Source: an optimization exercise on an open RTL-to-GDS flow (aim: small area and a short achievable clock period). Production flows keep margins and buffers that such runs may drop. The RTL was checked by simulation tests, not by an equivalence proof against the original design. Power and IR drop assume default switching activity.

--- design/flow/config.mk ---
export PLATFORM = sky130hd
export DESIGN_NAME = fuzix_glue
export DESIGN_NICKNAME = fuzix_glue
export VERILOG_FILES = /design/flow/design.v
export SDC_FILE = /design/flow/constraint.sdc
export NUM_CORES = 4
export LEC_CHECK = 0
export CAP_MARGIN = 20
export CORE_MARGIN = 2
export CORE_UTILIZATION = 40
export SLEW_MARGIN = 20
--- design/flow/constraint.sdc ---
create_clock -name core_clock -period 4.5 [get_ports {clk}]
set_input_delay 0.9000 -clock core_clock [delete_from_list [all_inputs] [get_ports {clk}]]
set_output_delay 0.9000 -clock core_clock [all_outputs]
set_load 0.01 [all_outputs]
--- design/flow/design.v ---
module glue_timer (
    input  wire       clk,
    input  wire       rst,         
    input  wire       wr_en,       
    input  wire [2:0] wr_off,      
    input  wire [7:0] wr_data,
    input  wire       tick,
    output wire [7:0] count,       
    output wire       irq
);
    localparam [1:0] RUNNING   = 2'd0;
    localparam [1:0] TRIGGERED = 2'd1;
    localparam [1:0] PAUSED    = 2'd2;
    localparam [2:0] OFF_TARGET = 3'd0;
    localparam [2:0] OFF_COUNT  = 3'd1;
    localparam [2:0] OFF_RESET  = 3'd2;
    localparam [2:0] OFF_TRIG   = 3'd3;
    localparam [2:0] OFF_PAUSE  = 3'd4;
    localparam [2:0] OFF_CONT   = 3'd5;
    reg signed [15:0] ticks;
    reg        [7:0]  target;
    reg        [1:0]  mode;
    reg               irq_q;
    reg signed [15:0] n_ticks;
    reg        [7:0]  n_target;
    reg        [1:0]  n_mode;
    reg               n_irq;
    reg signed [15:0] t;
    always @(*) begin
        n_ticks  = ticks;
        n_target = target;
        n_mode   = mode;
        n_irq    = irq_q;
        if (wr_en) begin
            case (wr_off)
                OFF_TARGET: begin
                    n_target = wr_data;
                    n_ticks  = 16'sd0;
                    n_mode   = RUNNING;
                    n_irq    = 1'b0;
                end
                OFF_RESET: begin
                    n_ticks  = 16'sd0;
                    n_mode   = RUNNING;
                    n_irq    = 1'b0;
                end
                OFF_TRIG: begin
                    n_ticks  = 16'sd0;
                    n_mode   = TRIGGERED;
                    n_irq    = 1'b1;
                end
                OFF_PAUSE: begin
                    n_mode   = PAUSED;
                end
                OFF_CONT: begin
                    n_mode   = RUNNING;
                    n_irq    = 1'b0;
                end
                default: ;  
            endcase
        end
        t = n_ticks + 16'sd1;
        if (tick && n_mode != PAUSED) begin
            if (t >= $signed({8'd0, n_target})) begin
                n_ticks = t - $signed({8'd0, n_target});
                n_mode  = TRIGGERED;
                n_irq   = 1'b1;
            end else begin
                n_ticks = t;
            end
        end
    end
    always @(posedge clk) begin
        if (rst) begin
            ticks  <= 16'sd0;
            target <= 8'd255;
            mode   <= PAUSED;
            irq_q  <= 1'b0;
        end else begin
            ticks  <= n_ticks;
            target <= n_target;
            mode   <= n_mode;
            irq_q  <= n_irq;
        end
    end
    assign count = ticks[7:0];
    assign irq   = irq_q;
endmodule
module glue_disk (
    input  wire        clk,
    input  wire        rst,              
    input  wire        store_open,
    input  wire        store_writable,
    input  wire [40:0] store_size,
    input  wire        wr_en,            
    input  wire        rd_en,            
    input  wire [2:0]  off,              
    input  wire [7:0]  wr_data,
    output reg  [7:0]  rd_data,          
    output wire [40:0] st_addr,
    output wire        st_re,
    output wire        st_we,
    output wire [7:0]  st_wdata,
    input  wire [7:0]  st_rdata
);
    localparam [2:0] OFF_CMD    = 3'd0;
    localparam [2:0] OFF_DATA   = 3'd5;
    localparam [2:0] OFF_STATUS = 3'd6;
    localparam OK  = 1'b0;
    localparam NOK = 1'b1;
    localparam [7:0] CMD_SELECT = 8'h00;
    localparam [7:0] CMD_SEEK   = 8'h01;
    reg        status;
    reg [7:0]  param [0:3];
    reg [40:0] pos;
    wire        is_param  = (off >= 3'd1) && (off <= 3'd4);
    wire [1:0]  param_idx = off[1:0] - 2'd1;
    wire [31:0] block     = {param[3], param[2], param[1], param[0]};
    wire [40:0] seek_off  = {block, 9'd0};
    wire        pos_in    = pos < store_size;
    wire data_rd = rd_en && off == OFF_DATA;
    wire data_wr = wr_en && off == OFF_DATA;
    assign st_addr  = pos;
    assign st_re    = store_open && data_rd && pos_in;
    assign st_we    = store_open && data_wr && store_writable && pos_in;
    assign st_wdata = wr_data;
    always @(*) begin
        rd_data = 8'h00;
        if (rd_en) begin
            if (off == OFF_STATUS)
                rd_data = {7'd0, status};
            else if (off == OFF_DATA && st_re)
                rd_data = st_rdata;
        end
    end
    always @(posedge clk) begin
        if (rst) begin
            status   <= store_open ? OK : NOK;
            param[0] <= 8'h00;
            param[1] <= 8'h00;
            param[2] <= 8'h00;
            param[3] <= 8'h00;
            pos      <= 41'd0;
        end else if (!store_open) begin
            if ((wr_en && off != OFF_STATUS) || data_rd)
                status <= NOK;
        end else begin
            if (wr_en) begin
                if (off == OFF_CMD) begin
                    if (wr_data == CMD_SELECT) begin
                        status <= OK;
                    end else if (wr_data == CMD_SEEK) begin
                        pos    <= seek_off;
                        status <= (seek_off <= store_size) ? OK : NOK;
                    end
                end else if (is_param) begin
                    param[param_idx] <= wr_data;
                end else if (off == OFF_DATA) begin
                    if (st_we) begin
                        pos    <= pos + 41'd1;
                        status <= OK;
                    end else begin
                        status <= NOK;
                    end
                end
            end else if (data_rd) begin
                if (st_re) begin
                    pos    <= pos + 41'd1;
                    status <= OK;
                end else begin
                    status <= NOK;
                end
            end
        end
    end
endmodule
module fuzix_glue (
    input  wire        clk,
    input  wire        rst,              
    input  wire        store_open,
    input  wire        store_writable,
    input  wire [40:0] store_size,
    input  wire        bus_valid,
    input  wire        bus_rd,           
    input  wire        bus_sync,         
    input  wire [15:0] bus_addr,
    input  wire [7:0]  bus_wdata,
    output reg         data_drive,       
    output reg  [7:0]  data_out,         
    input  wire        tick,
    output wire        irq,
    output wire        mem_re,
    output wire        mem_we,
    output wire [15:0] mem_addr,
    output wire [7:0]  mem_wdata,
    input  wire [7:0]  mem_rdata,
    output wire        st_re,
    output wire        st_we,
    output wire [40:0] st_addr,
    output wire [7:0]  st_wdata,
    input  wire [7:0]  st_rdata
);
    wire in_disk  = (bus_addr >= 16'hFE60) && (bus_addr <= 16'hFE66);
    wire in_timer = (bus_addr >= 16'hFE80) && (bus_addr <= 16'hFE85);
    wire in_mem   = !in_disk && !in_timer;
    wire [2:0] disk_off  = bus_addr[2:0];
    wire [2:0] timer_off = bus_addr[2:0];
    wire cyc = bus_valid && !rst;
    wire rd  = cyc && bus_rd;
    wire wr  = cyc && !bus_rd;
    assign mem_re    = rd && in_mem;
    assign mem_we    = wr && in_mem;
    assign mem_addr  = bus_addr;
    assign mem_wdata = bus_wdata;
    wire [7:0] timer_count;
    glue_timer u_timer (
        .clk     (clk),
        .rst     (rst),
        .wr_en   (wr && in_timer),
        .wr_off  (timer_off),
        .wr_data (bus_wdata),
        .tick    (tick && !rst),
        .count   (timer_count),
        .irq     (irq)
    );
    wire [7:0] disk_rdata;
    glue_disk u_disk (
        .clk            (clk),
        .rst            (rst),
        .store_open     (store_open),
        .store_writable (store_writable),
        .store_size     (store_size),
        .wr_en          (wr && in_disk),
        .rd_en          (rd && in_disk),
        .off            (disk_off),
        .wr_data        (bus_wdata),
        .rd_data        (disk_rdata),
        .st_addr        (st_addr),
        .st_re          (st_re),
        .st_we          (st_we),
        .st_wdata       (st_wdata),
        .st_rdata       (st_rdata)
    );
    reg [7:0] rdata;
    always @(*) begin
        if (in_disk)
            rdata = disk_rdata;
        else if (in_timer)
            rdata = (timer_off == 3'd1) ? timer_count : 8'h00;
        else
            rdata = mem_rdata;
    end
    always @(posedge clk) begin
        if (rst) begin
            data_drive <= 1'b0;
            data_out   <= 8'h00;
        end else if (cyc) begin
            data_drive <= bus_rd;
            if (bus_rd)
                data_out <= rdata;
        end
    end
endmodule
--- design/flow/run.sh ---
#!/bin/bash
# synth_recipe.tcl (not shown) runs the flow's synth.tcl, then flattens the netlist and writes it again
# the make line also repeats each setting of config.mk as NAME=value (left out here)
make -C /OpenROAD-flow-scripts/flow DESIGN_CONFIG=/design/flow/config.mk WORK_HOME=/design/flow/orfs CLKGATE_MAP_FILE= SYNTH_SCRIPT=/design/flow/synth_recipe.tcl finish
==> results.txt <==
==> worst max-delay path, delay by kind of cell <==
| family | cells | cell delay [ns] |
|---|---|---|
| adders and majority gates | 1 | 0.30 |
| buffers and inverters | 4 | 0.99 |
| and+or+nand+nor | 1 | 0.32 |
| AOI/OAI and AO/OA | 4 | 0.93 |
==> registers in the layout, summed over array words and instances (netlist names) <==
name	flops
u_timer.mode	2
u_disk.pos	41
u_timer.ticks	16
u_disk.status	1
data_out	8
u_timer.irq_q	1
u_timer.target	8
u_disk.param	32
data_drive	1
==> layout by cell type, fill, tap and decap left out, drive strengths merged, types with 12 or more instances in the layout <==
cell type      count
o31ai             15
nand3             48
dfxtp             77
o21ai             45
clkdlybuf4s50    154
mux2i             16
clkbuf            15
buf              141
and3              28
nand4             37
inv               53
and2              34
o32ai             12
nor4              15
nor3              32
edfxtp            33
nor2              89
o21a              13
a21o              16
nand2b            14
nand2             86
a21oi            104
o211ai            17
ha                86
dlymetal6s2s      16
==> power breakdown <==
group | total (mW) | leakage (nW) | switching (mW) | internal, mW
logic | 0.523 | 4.00 | 0.246 | 0.277
registers | 1.07 | 0.936 | 0.0240 | 1.04
clock network | 0.875 | 0.161 | 0.382 | 0.493
total | 2.47 | 5.10 | 0.652 | 1.81
==> stage by stage <==
step	worst slack (ns)	setup TNS, ns	cell area (µm²)	total power [mW]	cells
global placement	-0.3833	-5.088	11540	1.590	1604
global route	0.03266	0	12170	2.560	1626
detailed placement	-0.4276	-6.307	11540	1.594	1604
finish	0.1470	0	12170	2.466	1627
floorplan	0.01379	0	8902	1.352	1102
CTS	0.02558	0	11910	2.463	1620
==> synth_stat cells (13+ instances only) <==
library cell / number / area, µm²
a21o_1: 16 / 120.1
a21oi_1: 103 / 515.5
and2_1: 34 / 212.7
and3_1: 28 / 175.2
buf_4: 32 / 240.2
clkbuf_1: 38 / 142.6
dfxtp_1: 77 / 1541
edfxtp_1: 33 / 991.0
ha_1: 86 / 1076
inv_1: 53 / 198.9
mux2i_1: 16 / 160.2
nand2_1: 86 / 322.8
nand2b_1: 14 / 87.58
nand3_1: 47 / 235.2
nand4_1: 35 / 219.0
nor2_1: 89 / 334.1
nor3_1: 29 / 145.1
o211ai_1: 17 / 127.6
o21a_1: 13 / 97.59
o21ai_0: 35 / 175.2
o31ai_1: 15 / 112.6
==> logic make-up after synthesis <==
kind of cell	synth area share [%]
buf+inv	7.482
flops	28.47
simple gates	26.10
fa+ha+maj	12.32
compound gates	21.31
xor+xnor	1.378
mux	2.940
==> layer usage <==
metal / global-route usage (%) / routed length (µm) / vias to the layer above
met3: 2.126 / 1246 / 44
li1: - / - / 4557
met4: 8.554 / 726 / 0
met2: 44.60 / 14990 / 271
met1: 29.48 / 12340 / 4415
met5: 0 / 0 / -
==> worst min path at each step <==
stage,startpoint,to,cells past startpoint,slack (ns)
detailed placement,u_timer.target[4],u_timer.target[4],2,0.47
finish,u_timer.target[6],u_timer.target[6],2,0.49
floorplan,u_timer.target[2],u_timer.target[2],2,0.45
global route,u_timer.target[6],u_timer.target[6],2,0.53
CTS,u_timer.target[4],u_timer.target[4],2,0.49
global placement,u_timer.target[2],u_timer.target[2],2,0.47
==> final cells by class <==
cell class                 instances  share of cell area (%)
tap                              280                   2.878
timing repair buffer             314                   23.23
clock inverter                     1                 0.04111
inverter                          53                   1.634
clock buffer                      15                   2.642
sequential                       110                   20.80
multi-input combinational        853                   48.75
antenna                            1                 0.02056
==> repair_timing <==
action,in CTS,in global routing
buffers inserted,0,6
endpoints found under the setup margin,10,18
gates resized for setup,11,53
gates cloned,0,0
pin swaps,4,28
==> qor.csv <==
stage,metric,value,unit
floorplanning,start_util,40.76,%
worst_hold_path,holdCritPathClass,reg -> reg,
setup_path,r2r_end,u_timer.ticks[11],
floorplanning,ios,176,
setup_path,end_kind,output port,
clocking,clockBufferDepth,2,
setup_path,ff2ff_path_depth,13,
cells_and_area,seq_area,2532,µm²
run,maxCapViolations,0,
logic_synthesis,yosysSeqAreaShare,28.47,%
global_route,antenna_found_initial,0,
timing,hold-worst-slack,0.4906,ns
logic_synthesis,synth_edf_count,33,
detailed_routing,drt-initial-drc-count,498,
logic_synthesis,async_flop_share,0,%
clocking,cts-root-buf,clkbuf_16,
global_route,grt_pass1_wl,45.98,mm
run_status,outcome,no timing/DRC/antenna violations,
setup_path,cp-endpoint,st_we,
detailed_routing,firstDrtPassIters,5,
clocking,clock_latency,0.36,ns
logic_synthesis,synth_area,8896,µm²
setup_path,path_class,in -> out,
logic_synthesis,synthCells,1102,
detailed_routing,wirelength,29.30,mm
power,power_density,202.5,nW/µm²
setup_path,regToRegStartpoint,u_timer.ticks[2],
setup_path,r2r_setup_slack,0.92,ns
timing,slew_violations,0,
logic_synthesis,syn_avg_cell_area,8.073,µm²
global_route,grt_usage,24.25,%
detailed_routing,remaining_drc_errors,0,
setup_path,crit_path_start_kind,input port,
cells_and_area,final_nets,1517,
cells_and_area,fillers,2080,
power,ir_drop,0.0002302,V
global_route,grt_start_max_net_pins,51,
floorplanning,coreArea,21820,µm²
detailed_routing,avgRoutedWirePerCell,18.01,µm
timing,worstMarginPinSlew,0.9988,ns
timing,grt_setup_unrepaired,false,
timing,setup_viol,0,
setup_path,cp-startpoint,store_size[20],
placement,gp_congestion,0.9340,
clocking,h-tree-depth,3,
timing,fmax,229.7,MHz
logic_synthesis,yosys_warnings,3,
setup_path,cp_cell_sequence,clkdlybuf4s50_1 > inv_1 > ha_1 > a2111oi_0 > o21ai_1 > a221oi_2 > a21oi_1 > buf_4 > nor4_2 > dlygate4sd2_1,
setup_path,critPathRequiredTime,3.60,ns
cells_and_area,final_util,55.78,%
power,p_leak,5.102,nW
detailed_routing,ant_nets,0,
placement,place_hpwl,22.96,mm
global_route,grt_pass1_vias,8816,
logic_synthesis,ys_ff_latch,110,
clocking,cts_buffers,9,
cells_and_area,synthToLayoutAreaGrowth,36.84,%
detailed_routing,via_count,9287,
timing,period_minus_slack,4.353,ns
floorplanning,die-height,153.1,µm
cells_and_area,drive_above_1_share,16.34,%
global_route,overflow,0,
clocking,cts.sinks,110,
logic_synthesis,yosys.cell_types.count,85,
timing,finalHoldViolations,0,
setup_path,critical-path-max-stage-delay,0.45,ns
timing,skew,0.008353,ns
floorplanning,die_x,153.1,µm
detailed_routing,viasPerCell,5.708,
floorplanning,rows,54,
clocking,cts_hold_buffers,0,
setup_path,crit_slowest_cell,clkdlybuf4s50_1,
timing,slew_headroom,32.84,%
cells_and_area,multi_input_area,5934,µm²
setup_path,cp.arrival,3.45,ns
logic_synthesis,synth_flop_cell,dfxtp_1,
floorplanning,die-area,23450,µm²
timing,fin_crit_sh,96.73,%
logic_synthesis,synth_nets,1278,
clocking,clk_pin_slew,0.07,ns
placement,io_buffers,174,
setup_path,critical_path.max_fanout,3,
clocking,cts_tree,built,

afterwards: timing with drivers on the ports:
The flow's constraints put no driver on any port. The routed layout listed below was extracted and timed again, unchanged, in two steps.
Step 1 assumes that a clkbuf_16 drives the clock port and a buf_2 every other input.
Step 2 also shifts input and output timing later by t, the mid clock arrival at the registers, as if the neighbouring blocks saw the same clock.
Three values: ideal, step 1, step 2; two values: the first two.
shift t [ns]: 0.404
setup WS [ns]: 0.147 / 0.119 / -0.112
hold slack, ns: 0.491 / 0.491 / 0.491
slew at the worst register clock pin (ns): 0.08 / 0.08
cell pins on the clock port's net: 1
Met with ideal ports but missed after step 2: setup timing in this run. The setup slack of this run moves by -0.028 ns with the drivers and by -0.259 ns with both steps.
